What follows belongs to an exercise in optimizing a design on an open flow for small area, a short achievable clock period and few clock cycles per item; a production flow would make more cautious choices.
Only simulation tests tie the RTL to the original design; equivalence was not proved.

$ cat design/flow/config.mk
export PLATFORM = sky130hd
export DESIGN_NAME = yuv2rgb
export DESIGN_NICKNAME = yuv2rgb
export VERILOG_FILES = /design/flow/design.v
export SDC_FILE = /design/flow/constraint.sdc
export NUM_CORES = 4
export LEC_CHECK = 0
export CAP_MARGIN = 20
export CORE_MARGIN = 2
export CORE_UTILIZATION = 40
export SLEW_MARGIN = 20
$ cat design/flow/constraint.sdc
create_clock -name core_clock -period 16.0 [get_ports {clk}]
set_input_delay 3.2000 -clock core_clock [delete_from_list [all_inputs] [get_ports {clk}]]
set_output_delay 3.2000 -clock core_clock [all_outputs]
set_load 0.01 [all_outputs]
$ cat design/flow/design.v
module yuv2rgb (
    input  wire       clk,
    input  wire       rst,         
    input  wire       in_valid,
    output wire       in_ready,
    input  wire [7:0] in_y,
    input  wire [7:0] in_u,
    input  wire [7:0] in_v,
    output wire       out_valid,
    input  wire       out_ready,
    output wire [7:0] out_r,
    output wire [7:0] out_g,
    output wire [7:0] out_b,
    output wire [7:0] out_luma
);
    wire advance = out_ready | ~out_valid;
    assign in_ready = advance;
    reg        s1_valid;
    reg  [7:0] s1_y, s1_u, s1_v;
    always @(posedge clk) begin
        if (rst) begin
            s1_valid <= 1'b0;
        end else if (advance) begin
            s1_valid <= in_valid;
            s1_y     <= in_y;
            s1_u     <= in_u;
            s1_v     <= in_v;
        end
    end
    wire signed [9:0]  du = $signed({2'b00, s1_u}) - 10'sd128;
    wire signed [9:0]  dv = $signed({2'b00, s1_v}) - 10'sd128;
    wire signed [9:0]  yv = $signed({2'b00, s1_y});
    wire signed [31:0] num_r = 32'sd1000 * yv + 32'sd1402 * dv;
    wire signed [31:0] num_g = 32'sd1000000 * yv - 32'sd344136 * du - 32'sd714136 * dv;
    wire signed [31:0] num_b = 32'sd1000 * yv + 32'sd1772 * du;
    reg               s2_valid;
    reg signed [31:0] s2_nr, s2_ng, s2_nb;
    always @(posedge clk) begin
        if (rst) begin
            s2_valid <= 1'b0;
        end else if (advance) begin
            s2_valid <= s1_valid;
            s2_nr    <= num_r;
            s2_ng    <= num_g;
            s2_nb    <= num_b;
        end
    end
    function [7:0] round_clamp;
        input signed [31:0] n;
        input        [31:0] d;
        reg   signed [32:0] t;
        reg          [32:0] q;
        begin
            t = 2 * n + $signed({1'b0, d});
            if (t < 0) begin
                round_clamp = 8'd0;
            end else begin
                q = $unsigned(t) / (2 * d);
                round_clamp = (q > 255) ? 8'd255 : q[7:0];
            end
        end
    endfunction
    reg       s3_valid;
    reg [7:0] s3_r, s3_g, s3_b;
    always @(posedge clk) begin
        if (rst) begin
            s3_valid <= 1'b0;
        end else if (advance) begin
            s3_valid <= s2_valid;
            s3_r     <= round_clamp(s2_nr, 32'd1000);
            s3_g     <= round_clamp(s2_ng, 32'd1000000);
            s3_b     <= round_clamp(s2_nb, 32'd1000);
        end
    end
    wire [17:0] num_l = 18'd299 * s3_r + 18'd587 * s3_g + 18'd114 * s3_b;
    wire [18:0] luma  = ({num_l, 1'b0} + 19'd1000) / 19'd2000;
    reg       s4_valid;
    reg [7:0] s4_r, s4_g, s4_b, s4_l;
    always @(posedge clk) begin
        if (rst) begin
            s4_valid <= 1'b0;
        end else if (advance) begin
            s4_valid <= s3_valid;
            s4_r     <= s3_r;
            s4_g     <= s3_g;
            s4_b     <= s3_b;
            s4_l     <= luma[7:0];
        end
    end
    assign out_valid = s4_valid;
    assign out_r     = s4_r;
    assign out_g     = s4_g;
    assign out_b     = s4_b;
    assign out_luma  = s4_l;
endmodule
$ cat design/flow/run.sh
#!/bin/bash
# synth_recipe.tcl (not shown) runs the flow's synth.tcl, then flattens the netlist and writes it again
# the make line also repeats each setting of config.mk as NAME=value (left out here)
make -C /OpenROAD-flow-scripts/flow DESIGN_CONFIG=/design/flow/config.mk WORK_HOME=/design/flow/orfs CLKGATE_MAP_FILE= SYNTH_SCRIPT=/design/flow/synth_recipe.tcl finish
==> results.txt, run 1 <==
========================================================================================================
Most area-hungry cell type in the Yosys netlist                                                     ha_1
Number of antenna violations at the first check in global routing                                      1
Hold slack final                                                                                0.455 ns
Run status                                                              no timing/DRC/antenna violations
Endpoints failing hold                                                                                 0
Most common cell in the netlist                                                                    inv_1
Number of enable flip-flop cells after synthesis                                                     148
Syn. warnings                                                                                          1
Post-synthesis instance area                                                                  0.0366 mm²
Via count of the routed design                                                                     31.4k
Global-route wire length before repair                                                            156 mm
Number of detailed-routing iterations run before antenna repair                                        6
Total placed cells including tap cells                                                              5567
Hold Crit Endpoint                                                                              s1_valid
Worst setup skew after layout                                                                  0.0156 ns
Peak clock frequency supported by timing                                                        66.4 MHz
Clock Latency Late Sink                                                                          0.50 ns
Layout cell share with drive strength beyond 1                                                     7.16%
Number of stages on the worst hold path                                                                2
Share of the synthesized area in the top cell type                                                 16.8%
Count of antenna-violating nets left after detailed routing                                            0
Length in cells of the worst reg-to-reg path                                                          59
Multi-input gate area in the final layout                                                     0.0298 mm²
Root Driver                                                                                    clkbuf_16
Worst setup slack for register-to-register paths                                                 0.94 ns
Area growth from synthesis to layout                                                               8.25%
Iter 0 DRT Violations                                                                               2117
Max FFs per register                                                                                  28
Most used flip-flop cell after synthesis                                                        edfxtp_1
Residual overflow from global routing                                                                  0
Post-Layout Inst Area                                                                         0.0396 mm²
Number of buffers on the longest clock path                                                            2
Actual transition at the worst max-transition pin                                               0.951 ns
Largest net degree at the start of global routing                                                     69
Total buffers and inverters traversed by the critical path                                             9
Num Clock Sinks                                                                                      152
Slowest CP cell                                                                                     fa_1
Unique masters post-synth                                                                            140
Post-Synthesis Mean Instance Area                                                               8.42 µm²
Die X                                                                                             306 µm
Clock tree from TritonCTS                                                                            yes
Mapped Nets                                                                                         5088
Post-placement cell area                                                                      0.0387 mm²
Critical path required time                                                                     16.25 ns
Remaining routing DRC violations                                                                       0
Starting utilization of the core area                                                              40.5%
CP delay by family, top                                                                     compound AO/OA/AOI/OAI gates
Min cycle time layout                                                                           15.06 ns
Row Count                                                                                            110
Number of inserted filler cells in the final layout                                                 8901
Total Nets Final                                                                                    5155
IO Port Bufs                                                                                          61
Number of pins exceeding their max-slew limit in the final report                                      0
Worst r2r src                                                                                    s3_b[0]
Seq cells post-synth                                                                                 152
Sequential cell area in the final layout                                                     0.00452 mm²
Die footprint                                                                                 0.0939 mm²
Max-cap violations                                                                                     0
Count of H-tree levels built during CTS                                                                4
Normalized max-slew margin                                                                         36.1%
Cts bufs inserted                                                                                     17
Number of top-level pins                                                                              62
Source of the worst hold timing path                                                            s1_valid
Setup CP Type                                                                               register to register
Y dimension of the die                                                                            306 µm
Post-placement worst setup slack                                                              -0.0230 ns
Share of the clock period used by the worst path                                                   94.1%
Maximum net fanout on the critical path                                                               10
Fraction of the yosys area taken by sequential cells                                               12.4%
Top cells by count, synth                                                                   inv_1 (561), ha_1 (491), nor2_1 (320), xnor2_1 (279), a21oi_1 (256)
Arrival time worst endpoint                                                                     15.31 ns
Post-synth ARST share                                                                                 0%
Leading registers by flop count                                                             s2_ng: 28 flops, s2_nb: 20 flops, s2_nr: 20 flops
Floorplan core area                                                                           0.0903 mm²
Least setup slack across all paths after layout                                                 0.937 ns
Number of instances in the synthesized netlist                                                      4348
Capturing element type of the critical path                                                     register
Post-CTS clock slew at the launch and capture registers of the worst setup and hold paths        0.07 ns
Detail-routed net length per standard cell                                                       16.7 µm
Wire length reported by the detailed router                                                      93.6 mm
Global router's overall resource usage                                                             20.1%
Cell types with the largest area share after synthesis                                      ha_1 (17%), edfxtp_1 (12%), fa_1 (12%)
Detail-routed via count per cell                                                                    5.60
Largest stage delay, worst path                                                                  0.57 ns
CP Launch Type                                                                                  register
GPL Wtd Cong                                                                                       0.892
Final-report setup violation count                                                                     0
Final TNS setup                                                                                     0 ns
Post-DP HPWL                                                                                     77.2 mm
Vias in the first global route                                                                     30.2k
Register with the most flip-flops                                                                  s2_ng
Final cell count without fillers                                                                    5603
Antenna diode instance count                                                                           0
End of the worst register-to-register path                                                       s4_l[0]
Core occupancy in the finished layout                                                              43.9%
Worst min path class                                                                        register to register
Setup repair after global routing missed its margin                                                 true
========================================================================================================
==> worst reg2reg max path: cells and delay by family, from the launching register on <==
| kind | cells | cell delay (ns) |
|---|---|---|
| compound gates | 24 | 5.15 |
| mux | 3 | 0.72 |
| xor+xnor | 2 | 0.46 |
| fa+ha+maj | 12 | 4.68 |
| buf+inv | 9 | 0.99 |
| flops | 1 | 0.48 |
| simple gates | 9 | 2.38 |
==> logic make-up after synthesis <==
group                    Yosys count  synth area share (%)
AO/OA/AOI/OAI                   1126                  22.4
XOR/XNOR                         400                  9.74
adder cells (fa/ha/maj)          731                  29.4
buffers and inverters            641                  6.88
flip-flops                       152                  12.4
multiplexers                      83                  2.40
AND/OR/NAND/NOR                 1215                  16.9
==> layer usage <==
metal	vias up	wire [µm]	global-route usage [%]
li1	15856	-	-
met1	14881	45200	27.6
met2	570	44200	34.1
met3	85	2890	1.80
met4	2	1260	4.20
met5	-	10	0
==> cell type report <==
class                      count  share of cell area, %
clock buffer                  17                   1.07
tap                         1176                   3.71
clock inverter                14                  0.423
inverter                     562                   5.33
multi-input combinational   3555                   75.2
timing repair buffer         127                   2.82
sequential                   152                   11.4
==> cells in the final DEF, fill, tap and decap left out, types with 37 or more instances in the layout <==
cell             netlist  final
nor2_1               320    317
inv_1                561    561
ha_1                 491    491
a21oi_1              256    254
xor2_1               113    110
o21ai_0              167    165
nand4_1               47     47
edfxtp_1             148    148
o21a_1                61     59
a211oi_1              46     44
o21bai_1              66     66
a21o_1                40     40
nor3_1               135    134
and3_1                43     43
mux2i_1               55     52
nand2_1              253    253
or3_1                 37     37
a31oi_1               51     49
xnor2_1              279    272
nand3_1              108    107
buf_4                  6     65
clkdlybuf4s50_1        0     61
fa_1                 221    221
and2_1                37     37
==> repair_timing <==
| item | 4_1_cts | 5_1_grt |
|---|---|---|
| pin swaps | 0 | 3 |
| resized for setup | 1 | 43 |
| cloned | 0 | 0 |
| hold buffers | 0 | 0 |
| hold endpoints to repair | 0 | 0 |
| setup buffers | 0 | 4 |
| setup endpoints to repair | 1 | 7 |
==> worst max path at each step <==
stage	startpoint	to	slack, ns	depth (start not counted)
floorplan	s3_b[2]	s4_l[0]	1.39	59
CTS	s3_b[2]	s4_l[0]	0.04	59
detailed placement	s3_b[2]	s4_l[0]	-0.02	59
global placement	s3_b[2]	s4_l[0]	0.42	59
global route	s3_b[2]	s4_l[0]	-0.15	60
finish	s3_b[0]	s4_l[0]	0.94	59
Testbench counts, summed over its fixed seeds: cycles 16,032, items 16,000.
==> run 2: changes to the inputs <==
==> design/flow/design.v (replaced) <==
module yuv2rgb (
    input  wire       clk,
    input  wire       rst,
    input  wire       in_valid,
    output wire       in_ready,
    input  wire [7:0] in_y,
    input  wire [7:0] in_u,
    input  wire [7:0] in_v,
    output wire       out_valid,
    input  wire       out_ready,
    output wire [7:0] out_r,
    output wire [7:0] out_g,
    output wire [7:0] out_b,
    output wire [7:0] out_luma
);
    wire adv = out_ready | ~out_valid;
    reg       sk_v;
    reg [7:0] sk_y, sk_u, sk_v8;
    assign in_ready = ~sk_v;
    always @(posedge clk) begin
        if (rst)
            sk_v <= 1'b0;
        else if (adv)
            sk_v <= 1'b0;
        else if (in_valid)
            sk_v <= 1'b1;
        if (!sk_v) begin
            sk_y  <= in_y;
            sk_u  <= in_u;
            sk_v8 <= in_v;
        end
    end
    reg       s1_v;
    reg [7:0] s1_y, s1_u, s1_vv;
    always @(posedge clk) begin
        if (rst)
            s1_v <= 1'b0;
        else if (adv)
            s1_v <= sk_v | in_valid;
        if (adv) begin
            s1_y  <= sk_v ? sk_y  : in_y;
            s1_u  <= sk_v ? sk_u  : in_u;
            s1_vv <= sk_v ? sk_v8 : in_v;
        end
    end
    localparam signed [31:0] CR = -733056;
    localparam signed [31:0] CG = 285126312;
    localparam signed [31:0] CB = -463478;
    wire signed [31:0] nr = $signed({11'b0, s1_y, 12'b0}) + $signed(5743 * {1'b0, s1_vv}) + CR;
    wire signed [31:0] ng = $signed({2'b0, s1_y, 21'b0}) - 721705 * $signed({1'b0, s1_u}) - 1497652 * $signed({1'b0, s1_vv}) + CG;
    wire signed [31:0] nb = $signed({12'b0, s1_y, 11'b0}) + $signed(3629 * {1'b0, s1_u}) + CB;
    function [7:0] clampq;
        input signed [31:0] q;
        begin
            clampq = (q < 0) ? 8'd0 : (q > 255) ? 8'd255 : q[7:0];
        end
    endfunction
    reg       s2_v;
    reg [7:0] s2_r, s2_g, s2_b;
    always @(posedge clk) begin
        if (rst)
            s2_v <= 1'b0;
        else if (adv)
            s2_v <= s1_v;
        if (adv) begin
            s2_r <= clampq(nr >>> 12);
            s2_g <= clampq(ng >>> 21);
            s2_b <= clampq(nb >>> 11);
        end
    end
    wire [27:0] nl = 28'd78381 * s2_r + 28'd153878 * s2_g + 28'd29884 * s2_b + 28'd131330;
    reg       s3_v;
    reg [7:0] s3_r, s3_g, s3_b, s3_l;
    always @(posedge clk) begin
        if (rst)
            s3_v <= 1'b0;
        else if (adv)
            s3_v <= s2_v;
        if (adv) begin
            s3_r <= s2_r;
            s3_g <= s2_g;
            s3_b <= s2_b;
            s3_l <= nl[25:18];
        end
    end
    assign out_valid = s3_v;
    assign out_r = s3_r;
    assign out_g = s3_g;
    assign out_b = s3_b;
    assign out_luma = s3_l;
endmodule
==> results.txt, run 2 <==
========================================================================================================
Residual overflow from global routing                                                                  0   unchanged
Most common cell after layout, fill and taps aside                                                 inv_1   unchanged
Highest-count cells in the layout ignoring fill and taps                                    inv_1 (590), ha_1 (487), fa_1 (245), a21oi_1 (108), edfxtp_1 (80)   was inv_1 (561), ha_1 (491), nor2_1 (317), xnor2_1 (272), a21oi_1 (254)
Root Driver                                                                                    clkbuf_16   unchanged
Number of enable flip-flop cells after synthesis                                                      80   was 148
Num Clock Sinks                                                                                      108   was 152
Setup repair after global routing missed its margin                                                false   was true
Iter 0 DRT Violations                                                                                598   was 2117
Detail-routed via count per cell                                                                    5.03   was 5.60
Number of pins exceeding their max-slew limit in the final report                                      0   unchanged
Syn. warnings                                                                                          1   unchanged
Min cycle time layout                                                                            8.38 ns   was 15.06 ns
Floorplan core area                                                                           0.0528 mm²   was 0.0903 mm²
Hold slack final                                                                                0.454 ns   was 0.455 ns
Final-report setup violation count                                                                     0   unchanged
Post-placement cell area                                                                      0.0229 mm²   was 0.0387 mm²
Buffers inserted by post-CTS timing repair                                                             0   unchanged
Most common cell in the netlist                                                                    inv_1   unchanged
CP Launch Type                                                                                  register   unchanged
Peak clock frequency supported by timing                                                         119 MHz   was 66.4 MHz
Cell types with the largest area share after synthesis                                      ha_1 (28%), fa_1 (23%), edfxtp_1 (11%)   was ha_1 (17%), edfxtp_1 (12%), fa_1 (12%)
Largest net degree at the start of global routing                                                     65   was 69
Global router's overall resource usage                                                             17.4%   was 20.1%
Max-cap violations                                                                                     0   unchanged
Number of antenna violations at the first check in global routing                                      0   was 1
Post-synthesis instance area                                                                  0.0215 mm²   was 0.0366 mm²
Seq cells post-synth                                                                                 108   was 152
Sequential cell area in the final layout                                                     0.00296 mm²   was 0.00452 mm²
Most area-hungry cell type in the Yosys netlist                                                     ha_1   unchanged
Post-Synthesis Mean Instance Area                                                               9.66 µm²   was 8.42 µm²
Number of instances in the synthesized netlist                                                      2221   was 4348
Most frequent cell on the critical path                                                             fa_1
Run status                                                              no timing/DRC/antenna violations   unchanged
Worst r2r src                                                                                    s2_b[5]   was s3_b[0]
Capturing element type of the critical path                                                     register   unchanged
Row Count                                                                                             84   was 110
GPL Wtd Cong                                                                                       0.869   was 0.892
Mapped Nets                                                                                         2981   was 5088
Antenna diode instance count                                                                           0   unchanged
Via count of the routed design                                                                     15.0k   was 31.4k
Most used flip-flop cell after synthesis                                                        edfxtp_1   unchanged
Die X                                                                                             236 µm   was 306 µm
Critical path required time                                                                     16.15 ns   was 16.25 ns
Setup CP Type                                                                               register to register   unchanged
Actual transition at the worst max-transition pin                                               0.904 ns   was 0.951 ns
Endpoints failing hold                                                                                 0   unchanged
Multi-input gate area in the final layout                                                     0.0163 mm²   was 0.0298 mm²
Number of inserted filler cells in the final layout                                                 5084   was 8901
Final TNS setup                                                                                     0 ns   unchanged
Unique masters post-synth                                                                             78   was 140
Share of the clock period used by the worst path                                                   52.4%   was 94.1%
Post-synth ARST share                                                                                 0%   unchanged
Number of buffers on the longest clock path                                                            2   unchanged
Worst setup skew after layout                                                                  0.0145 ns   was 0.0156 ns
Total Nets Final                                                                                    3044   was 5155
Cts bufs inserted                                                                                      9   was 17
Detail-routed net length per standard cell                                                       15.7 µm   was 16.7 µm
Remaining routing DRC violations                                                                       0   unchanged
Count of antenna-violating nets left after detailed routing                                            0   unchanged
Worst min path class                                                                        register to register   unchanged
Starting utilization of the core area                                                              40.7%   was 40.5%
Count of H-tree levels built during CTS                                                                3   was 4
Wire length reported by the detailed router                                                      46.6 mm   was 93.6 mm
Post-CTS clock slew at the launch and capture registers of the worst setup and hold paths        0.09 ns   was 0.07 ns
Largest stage delay, worst path                                                                  0.66 ns   was 0.57 ns
Number of buffers inserted for hold repair after clock tree synthesis                                  0   unchanged
Source of the worst hold timing path                                                                s2_v   was s1_valid
Vias in the first global route                                                                     15.7k   was 30.2k
Post-DP HPWL                                                                                     40.2 mm   was 77.2 mm
Fraction of the yosys area taken by sequential cells                                               13.8%   was 12.4%
IO Port Bufs                                                                                          61   unchanged
Normalized max-slew margin                                                                         39.7%   was 36.1%
Slowest CP cell                                                                                     fa_1   unchanged
Clock tree from TritonCTS                                                                            yes   unchanged
Maximum net fanout on the critical path                                                                7   was 10
Number of detailed-routing iterations run before antenna repair                                        5   was 6
Clock Latency Late Sink                                                                          0.40 ns   was 0.50 ns
Number of top-level pins                                                                              62   unchanged
Global-route wire length before repair                                                           77.7 mm   was 156 mm
Top cells by count, synth                                                                   inv_1 (590), ha_1 (487), fa_1 (245), a21oi_1 (108), edfxtp_1 (80)   was inv_1 (561), ha_1 (491), nor2_1 (320), xnor2_1 (279), a21oi_1 (256)
Post-cts sizing count                                                                                  0   was 1
Layout cell share with drive strength beyond 1                                                     3.54%   was 7.16%
Y dimension of the die                                                                            236 µm   was 306 µm
Die footprint                                                                                 0.0555 mm²   was 0.0939 mm²
Share of the synthesized area in the top cell type                                                 28.4%   was 16.8%
Arrival time worst endpoint                                                                      8.54 ns   was 15.31 ns
Post-Layout Inst Area                                                                         0.0232 mm²   was 0.0396 mm²
Launch point of the worst path                                                                   s2_b[5]   was s3_b[0]
Area growth from synthesis to layout                                                               8.17%   was 8.25%
========================================================================================================
[run 2: critical path, delay by kind of cell (launching register included)]
kind            cells  cell delay [ns]
xor+xnor            3             0.41
flops               1             0.54
buf+inv             4             0.19
simple gates        2             0.16
compound gates      9             1.99
fa+ha+maj          11             4.86
[run 2: area by class of cell]
class                      instances  area share (%)
inverter                         590            9.54
timing repair buffer              63            2.69
sequential                       108            12.8
multi-input combinational       1512            70.0
tap                              688            3.71
clock inverter                     7           0.318
clock buffer                       9           0.970
[run 2: stage by stage]
step,instances,util (%),setup WS (ns)
6_report,2977,44.0,7.62
5_1_grt,2977,44.0,7.03
4_1_cts,2977,44.0,7.55
3_5_place_dp,2961,43.4,7.55
3_3_place_gp,2961,43.4,7.67
2_1_floorplan,2221,-,8.12
[run 2: final timing paths]
check,to,slack [ns],depth (start not counted)
max,s3_l[7],7.62,29
min reg2reg,s3_v,0.45,2
max reg2reg,s3_l[7],7.62,29
min,s3_v,0.45,2
[run 2: kinds of logic after synthesis]
family / count (synthesis) / share of synthesized area (%)
adder cells (fa/ha/maj): 738 / 51.5
flip-flops: 108 / 13.8
multiplexers: 27 / 1.40
XOR/XNOR: 114 / 4.65
AND/OR/NAND/NOR: 262 / 6.13
buffers and inverters: 601 / 10.5
AO/OA/AOI/OAI: 371 / 12.0
[run 2: routing by layer]
metal	wire length (µm)	GRT usage, %	vias to the layer above
met1	20900	21.6	7287
met2	23200	31.2	172
met3	1130	2.46	53
met5	0	0	-
li1	-	-	7452
met4	1380	5.60	0
Testbench counts of run 2, summed over its fixed seeds: cycles 16,024, items 16,000.

what the ideal ports hide:
Ports are ideal in the flow. The routed layouts listed here were re-timed in OpenROAD.
Step 1 (the two cells are an assumption about what drives the block):
set clk [get_ports {clk}]
set_driving_cell -lib_cell sky130_fd_sc_hd__clkbuf_16 $clk
set_driving_cell -lib_cell sky130_fd_sc_hd__buf_2 [delete_from_list [all_inputs] $clk]
Step 2 adds t to the input delays and takes it off the output delays; t is the mean of the earliest and latest rising clock arrival at the registers after step 1. Input paths then give back, and output paths get back, about the clock's delay inside the block.
a / b / c = ideal / step 1 / step 2; a / b = the first two.
| run | shift t [ns] | setup WS [ns] | hold slack, ns |
|---|---|---|---|
| run 1 | 0.557 | 0.937 / 0.937 / 0.937 | 0.455 / 0.455 / 0.455 |
| run 2 | 0.449 | 7.617 / 7.617 / 7.617 | 0.454 / 0.454 / 0.454 |
After both steps setup and hold are still met in every run listed.
